From an optimization exercise on the open Yosys and OpenROAD flow, aimed at a short achievable clock period and few clock cycles; shortcuts taken in it are not production practice. In this exercise RTL edits were held to simulation tests only and were not proved equivalent to the original. No activity file was given, so power comes from the tool's default toggle rates.

<file path="flow/run.sh">
#!/bin/bash
# synth_recipe.tcl (not shown) runs the flow's synth.tcl, then flattens the netlist and writes it again
# the make line also repeats each setting of config.mk as NAME=value (left out here)
make -C /OpenROAD-flow-scripts/flow DESIGN_CONFIG=/design/flow/config.mk WORK_HOME=/design/flow/orfs CLKGATE_MAP_FILE= SYNTH_SCRIPT=/design/flow/synth_recipe.tcl finish
</file>
<file path="flow/config.mk">
export PLATFORM = sky130hd
export DESIGN_NAME = mc3_engine
export DESIGN_NICKNAME = mc3_engine
export VERILOG_FILES = /design/flow/design.v
export SDC_FILE = /design/flow/constraint.sdc
export NUM_CORES = 4
export LEC_CHECK = 0
export CAP_MARGIN = 20
export CORE_MARGIN = 2
export CORE_UTILIZATION = 40
export SLEW_MARGIN = 20
</file>
<file path="flow/constraint.sdc">
create_clock -name core_clock -period 8.0 [get_ports {clk}]
set_input_delay 1.6000 -clock core_clock [delete_from_list [all_inputs] [get_ports {clk}]]
set_output_delay 1.6000 -clock core_clock [all_outputs]
set_load 0.01 [all_outputs]
</file>
<file path="flow/design.v">
module mc3_engine (
    input  wire        clk,
    input  wire        rst,           
    input  wire        start,         
    input  wire [15:0] prog_len,      
    output wire [15:0] prog_addr,
    input  wire [7:0]  prog_rdata,
    output reg         mem_en,
    output reg         mem_we,
    output reg  [24:0] mem_addr,
    output reg  [23:0] mem_wdata,
    input  wire [23:0] mem_rdata,
    output wire        done,          
    output wire [1:0]  fault,         
    output wire [15:0] pc,            
    output wire [24:0] mem_len        
);
    localparam [7:0] OP_STORE      = 8'd17;
    localparam [7:0] OP_SQRT       = 8'd19;
    localparam [7:0] OP_LOAD_MEM   = 8'd24;
    localparam [7:0] OP_LOAD_CONST = 8'd28;
    localparam [3:0] S_IDLE    = 4'd0,
                     S_OPC     = 4'd1,    
                     S_DEC     = 4'd2,    
                     S_FETCH   = 4'd3,    
                     S_EXEC    = 4'd4,    
                     S_ST_WR   = 4'd5,    
                     S_SQ_LD   = 4'd6,    
                     S_SQ_IT   = 4'd7,    
                     S_SQ_WR   = 4'd8,    
                     S_CP_RD   = 4'd9,    
                     S_CP_WR   = 4'd10,   
                     S_DONE    = 4'd11;
    reg [3:0]  state;
    reg [15:0] pc_r;
    reg [15:0] len_r;        
    reg [1:0]  fault_r;
    reg [24:0] mlen_r;
    reg [7:0]  op_r;
    reg [63:0] opnd;         
    reg [3:0]  fidx;         
    reg [3:0]  width_r;
    reg [24:0] src;          
    reg [24:0] dst;          
    reg [23:0] cnt;          
    reg [23:0] sq_n;         
    reg [13:0] sq_rem;
    reg [11:0] sq_root;
    reg [3:0]  sq_cnt;
    wire [15:0] f_b  = opnd[15:0];
    wire [23:0] f_c  = opnd[39:16];
    wire [15:0] f_c2 = opnd[31:16];
    wire [23:0] f_d  = opnd[63:40];
    assign prog_addr = pc_r + {12'd0, fidx};
    assign done      = (state == S_DONE);
    assign fault     = fault_r;
    assign pc        = pc_r;
    assign mem_len   = mlen_r;
    function [3:0] op_width;
        input [7:0] op;
        begin
            case (op)
                OP_LOAD_CONST: op_width = 4'd6;
                OP_LOAD_MEM:   op_width = 4'd9;
                OP_STORE:      op_width = 4'd5;
                OP_SQRT:       op_width = 4'd9;
                default:       op_width = 4'd0;
            endcase
        end
    endfunction
    wire [3:0]  dec_w      = op_width(prog_rdata);
    wire [16:0] dec_end    = {1'b0, pc_r} + {13'd0, dec_w};
    wire        dec_trunc  = dec_end > {1'b0, len_r};
    wire [13:0] sq_rem_sh  = {sq_rem[11:0], sq_n[23:22]};
    wire [13:0] sq_trial   = {sq_root, 2'b01};
    wire        sq_ge      = sq_rem_sh >= sq_trial;
    always @(*) begin
        mem_en    = 1'b0;
        mem_we    = 1'b0;
        mem_addr  = 25'd0;
        mem_wdata = 24'd0;
        case (state)
            S_EXEC: begin
                case (op_r)
                    OP_LOAD_CONST: begin
                        mem_en = 1'b1; mem_we = 1'b1;
                        mem_addr = {9'd0, f_b}; mem_wdata = f_c;
                    end
                    OP_STORE, OP_SQRT: begin
                        mem_en = 1'b1;
                        mem_addr = {9'd0, f_b};
                    end
                    default: ;
                endcase
            end
            S_ST_WR: begin
                mem_en = 1'b1; mem_we = 1'b1;
                mem_addr = {9'd0, f_c2}; mem_wdata = mem_rdata;
            end
            S_SQ_WR: begin
                mem_en = 1'b1; mem_we = 1'b1;
                mem_addr = {1'b0, f_d}; mem_wdata = {12'd0, sq_root};
            end
            S_CP_RD: begin
                if (cnt != 24'd0) begin
                    mem_en = 1'b1;
                    mem_addr = src;
                end
            end
            S_CP_WR: begin
                mem_en = 1'b1; mem_we = 1'b1;
                mem_addr = dst; mem_wdata = mem_rdata;
            end
            default: ;
        endcase
    end
    always @(posedge clk) begin
        if (rst) begin
            state   <= S_IDLE;
            pc_r    <= 16'd0;
            len_r   <= 16'd0;
            fault_r <= 2'd0;
            mlen_r  <= 25'd0;
            op_r    <= 8'd0;
            opnd    <= 64'd0;
            fidx    <= 4'd0;
            width_r <= 4'd0;
            src     <= 25'd0;
            dst     <= 25'd0;
            cnt     <= 24'd0;
            sq_n    <= 24'd0;
            sq_rem  <= 14'd0;
            sq_root <= 12'd0;
            sq_cnt  <= 4'd0;
        end else begin
            if (mem_en && (mem_addr >= mlen_r))
                mlen_r <= mem_addr + 25'd1;
            case (state)
                S_IDLE, S_DONE: begin
                    if (start) begin
                        pc_r    <= 16'd0;
                        len_r   <= prog_len;
                        fault_r <= 2'd0;
                        mlen_r  <= 25'd0;
                        fidx    <= 4'd0;
                        state   <= S_OPC;
                    end
                end
                S_OPC: begin
                    if (pc_r == len_r) begin
                        state <= S_DONE;
                    end else begin
                        fidx  <= 4'd1;
                        state <= S_DEC;
                    end
                end
                S_DEC: begin
                    if (dec_w == 4'd0) begin
                        fault_r <= 2'd1;
                        state   <= S_DONE;
                    end else if (dec_trunc) begin
                        fault_r <= 2'd2;
                        state   <= S_DONE;
                    end else begin
                        op_r    <= prog_rdata;
                        width_r <= dec_w;
                        opnd    <= 64'd0;
                        fidx    <= 4'd2;
                        state   <= S_FETCH;
                    end
                end
                S_FETCH: begin
                    opnd[(fidx - 4'd2) * 8 +: 8] <= prog_rdata;
                    if (fidx == width_r) begin
                        state <= S_EXEC;
                    end else begin
                        fidx <= fidx + 4'd1;
                    end
                end
                S_EXEC: begin
                    case (op_r)
                        OP_LOAD_CONST: begin
                            pc_r  <= pc_r + {12'd0, width_r};
                            fidx  <= 4'd0;
                            state <= S_OPC;
                        end
                        OP_STORE: state <= S_ST_WR;
                        OP_SQRT:  state <= S_SQ_LD;
                        default: begin    
                            src   <= {1'b0, f_d};
                            dst   <= {9'd0, f_b};
                            cnt   <= f_c;
                            state <= S_CP_RD;
                        end
                    endcase
                end
                S_ST_WR, S_SQ_WR: begin
                    pc_r  <= pc_r + {12'd0, width_r};
                    fidx  <= 4'd0;
                    state <= S_OPC;
                end
                S_SQ_LD: begin
                    sq_n    <= mem_rdata;
                    sq_rem  <= 14'd0;
                    sq_root <= 12'd0;
                    sq_cnt  <= 4'd12;
                    state   <= S_SQ_IT;
                end
                S_SQ_IT: begin
                    if (sq_ge) begin
                        sq_rem  <= sq_rem_sh - sq_trial;
                        sq_root <= {sq_root[10:0], 1'b1};
                    end else begin
                        sq_rem  <= sq_rem_sh;
                        sq_root <= {sq_root[10:0], 1'b0};
                    end
                    sq_n   <= {sq_n[21:0], 2'b00};
                    sq_cnt <= sq_cnt - 4'd1;
                    if (sq_cnt == 4'd1)
                        state <= S_SQ_WR;
                end
                S_CP_RD: begin
                    if (cnt == 24'd0) begin
                        pc_r  <= pc_r + {12'd0, width_r};
                        fidx  <= 4'd0;
                        state <= S_OPC;
                    end else begin
                        state <= S_CP_WR;
                    end
                end
                S_CP_WR: begin
                    src   <= src + 25'd1;
                    dst   <= dst + 25'd1;
                    cnt   <= cnt - 24'd1;
                    state <= S_CP_RD;
                end
                default: state <= S_IDLE;
            endcase
        end
    end
endmodule
</file>
==> results.py <==
metrics = {
    "status": {
        "status": "finished clean",
    },
    "timing": {
        "hold_violations": 0,
        "max_slew_margin": 0.268,
        "rsz0062_at_grt": "no",
        "timing.fmax_mhz": 153,
        "finalCritPeriodShare": 0.816,
        "setup_viol": 0,
        "fin_skew_ns": 0.0221,
        "slew_violations": 0,
        "worstMarginPinSlew_ns": 1.09,
        "tns_ns": 0,
        "period_minus_slack_ns": 6.53,
    },
    "logic_synthesis": {
        "synthMuxAreaShare": 0.0175,
        "ys_top_cells_by_count": "269 x dfxtp_1, 202 x nand2_1, 180 x a21oi_1",
        "yosysTopAreaCell": "dfxtp_1",
        "ys_seq_area_frac": 0.329,
        "synth_area_leaders": "dfxtp_1 33%, ha_1 6.6%, a21oi_1 5.5%, nand2_1 4.6%, nor2_1 3.5%",
        "synth_top_family_by_area": "compound AO/OA/AOI/OAI gates",
        "yosysTopAreaCellShare": 0.329,
        "syn-cell-area_um2": 16300,
        "synthSimpleGateAreaFrac": 0.228,
        "synth-async-reset-ratio": 0,
        "synth-adder-area-share": 0.0695,
        "ys_types": 87,
        "ys_warn_count": 1,
        "synth.ff_latch_count": 269,
        "synth.most_common_cell": "dfxtp_1",
        "synth_ff_type": "dfxtp_1",
        "synth_compound_area_frac": 0.246,
        "synthXorXnorAreaFrac": 0.0455,
        "synth_edf_count": 0,
        "avgSynthCellArea_um2": 7.98,
        "synth_cells": 2048,
        "synth_nets": 2188,
    },
    "cts": {
        "clock-sinks": 269,
        "cts_resized": 0,
        "cts_setup_buffers": 0,
        "root_buffer": "clkbuf_16",
        "clk_pin_slew_ns": 0.06,
        "cts_buffer_depth": 3,
        "cts_tree": "yes",
        "h-tree-depth": 2,
        "cts_buffers": 34,
        "insertion_delay_ns": 0.56,
        "cts_hold_buf": 0,
    },
    "drt": {
        "vias": 16100,
        "dr.first_iter.drc_count": 1344,
        "drc": 0,
        "drt-pass1-iter-count": 10,
        "viasPerCell": 6.01,
        "avgRoutedWirePerCell_um": 20.0,
        "antenna_left": 0,
        "finalWirelength_um": 53700,
    },
    "setup_path": {
        "cp_data_arrival_time_ns": 7.02,
        "ff2ff_path_depth": 16,
        "worst-path-stages": 17,
        "crit_chain": "clkdlybuf4s50_1 -> nor4b_1 -> nor3b_1 -> ha_1 -> a21o_1 -> a21oi_1 -> nor2_1 -> xor2_1 -> ha_1 -> nand4_1 -> nor3_1 -> nor2_1 -> o2111ai_1 -> a211o_1 -> nand2_1 -> a211oi_1 -> a22o_1",
        "path_max_fanout": 8,
        "crit_end": "opnd[62]",
        "cp-start-kind": "input pin",
        "critical_path_class": "in2reg",
        "endpoint_kind": "flip-flop",
        "regToRegSetupSlack_ns": 2.46,
        "critPathTopFamily": "compound AO/OA/AOI/OAI gates",
        "crit_path_start": "prog_rdata[7]",
        "required_ns": 8.49,
        "path_buf_inv": 1,
        "r2r-start": "cnt[2]",
        "slowest_delay_ns": 0.90,
        "r2r_end": "mlen_r[24]",
        "slowest_stage": "a211oi_1",
    },
    "placement": {
        "dp_hpwl_um": 39100,
        "portBuffers": 161,
        "placedCellCount": 2626,
        "gp_congestion": 0.861,
    },
    "flow_run": {
        "maxCapViolCount": 0,
    },
    "power": {
        "power_w": 0.00419,
        "p_int_w": 0.00264,
        "clkPwrFrac": 0.349,
        "switching_share": 0.372,
        "max-vdd-ir-drop_mv": 0.142,
        "power_density_nw_per_um2": 217,
        "power.switching_w": 0.00156,
        "p_comb_frac": 0.292,
        "seqPwrFrac": 0.358,
        "power_leakage_nw": 7.24,
    },
    "floorplan": {
        "pin_count": 162,
        "fp.dieH_um": 206,
        "fp.dieW_um": 206,
        "rows": 74,
        "core_um2": 40600,
        "fp.dieArea_um2": 42500,
        "initial_core_util": 0.403,
    },
    "global_route": {
        "grt_pass1_vias": 15000,
        "grt_max_degree": 84,
        "antenna_found_initial": 0,
        "grt_usage": 0.249,
        "grt-ovfl-total": 0,
        "grt_first_pass_wirelength_um": 83700,
    },
    "hold_path": {
        "min_path_type": "reg2reg",
    },
    "final_layout": {
        "fill_cells": 4050,
        "ff_latch_area_um2": 5390,
        "multi_input_area_um2": 9950,
        "fin_cells": 2682,
        "fin_nets": 2272,
        "drive_gt1_frac": 0.0623,
        "syn_to_final_growth_pct": 18.3,
        "utilization": 0.477,
        "diodes": 0,
    },
}
through the flow:
| step | setup slack (ns) | cell area (µm²) | hold WS, ns |
|---|---|---|---|
| after floorplan | 2.37 | 16300 | 0.432 |
| after global placement | 1.04 | 18300 | 0.456 |
| after detailed placement | 1.02 | 18300 | 0.470 |
| after CTS | 1.57 | 19300 | 0.478 |
| after global routing | 1.15 | 19300 | 0.498 |
| final | 1.47 | 19300 | 0.479 |
tightest hold or removal path, cell delays in order, from the launching register on:
cell,delay [ns]
dfxtp_1,0.30
o21ai_0,0.06
a21oi_1,0.06
power groups by stage:
| stage | sequential (W) | combinational [W] | clock, W |
|---|---|---|---|
| after global placement | 0.00153 | 0.00119 | 0 |
| after global routing | 0.00151 | 0.00133 | 0.00155 |
| after detailed placement | 0.00153 | 0.00120 | 0 |
| after CTS | 0.00150 | 0.00121 | 0.00150 |
| final | 0.00150 | 0.00123 | 0.00147 |
| after floorplan | 0.00147 | 0.000875 | 0 |
state kept, by name, indices dropped and copies added, names as in the netlist, 8 cells and up:
register / flops
sq_root: 12
pc_r: 16
cnt: 24
op_r: 8
sq_n: 24
len_r: 16
sq_rem: 12
src: 25
mlen_r: 25
dst: 25
opnd: 64
cells by family (layout without fill, tap and decap cells):
logic type | Yosys count | count (layout)
compound gates | 584 | 584
xor+xnor | 85 | 85
fa+ha+maj | 89 | 89
buf+inv | 266 | 368
flops | 269 | 269
mux | 28 | 28
simple gates | 727 | 727
worst min path at each step:
stage	startpoint	to	slack, ns	cells after the start
5_1_grt	sq_n[20]	sq_n[20]	0.50	2
4_1_cts	sq_n[2]	sq_n[2]	0.48	2
2_1_floorplan	sq_rem[10]	sq_rem[10]	0.43	2
3_5_place_dp	sq_n[2]	sq_n[2]	0.47	2
6_report	fault_r[0]	fault_r[0]	0.48	2
3_3_place_gp	sq_cnt[1]	sq_cnt[1]	0.46	2
final cells by class:
type,count,share of cell area
tap,532,0.0344
multi-input combinational,1513,0.515
sequential,269,0.278
inverter,125,0.0243
clock inverter,7,0.00414
timing repair buffer,189,0.0944
clock buffer,47,0.0496
layer usage:
layer  vias up  share of wire  GRT usage
met5         -              0          0
met4         0          0.028     0.0839
met3        94          0.078     0.0412
met2       624           0.44      0.386
met1      7707           0.46      0.349
li1       7686              -          -
layout by cell type (no fill, tap or decap), types with 42 or more instances in the layout:
cell               n
a21oi_1          180
a32o_1            50
clkdlybuf4s50_1  160
dfxtp_1          268
ha_1              86
inv_1            124
nand2_1          202
nand3_1          103
nor2_1           149
nor3_1            47
o21ai_0           96
xnor2_1           43
xor2_1            42
Testbench counts, summed over its fixed seeds: cycles 56,550.

-- port drivers added, routing unchanged --
The results above use ideal ports. As a check the final layout listed here was re-extracted and re-timed, cells and wires unchanged.
Step 1 sets driving cells, clkbuf_16 on the clock port and buf_2 on the other inputs (assumed; they add their load-dependent delay and slew).
Step 2 also shifts input and output timing later by t, the mid clock arrival at the registers, as if the neighbouring blocks saw the same clock.
Slacks: ideal ports / drivers / drivers and shift; pairs: ideal ports / drivers.
t, ns: 0.607
setup WS [ns]: 1.473 / 1.507 / 0.900
slew at the worst register clock pin (ns): 0.06 / 0.06
worst data-port slew with drivers (ns): 0.05
After both steps setup and hold are still met in this run. The setup slack of this run moves by +0.034 ns with the drivers and by -0.573 ns with both steps.
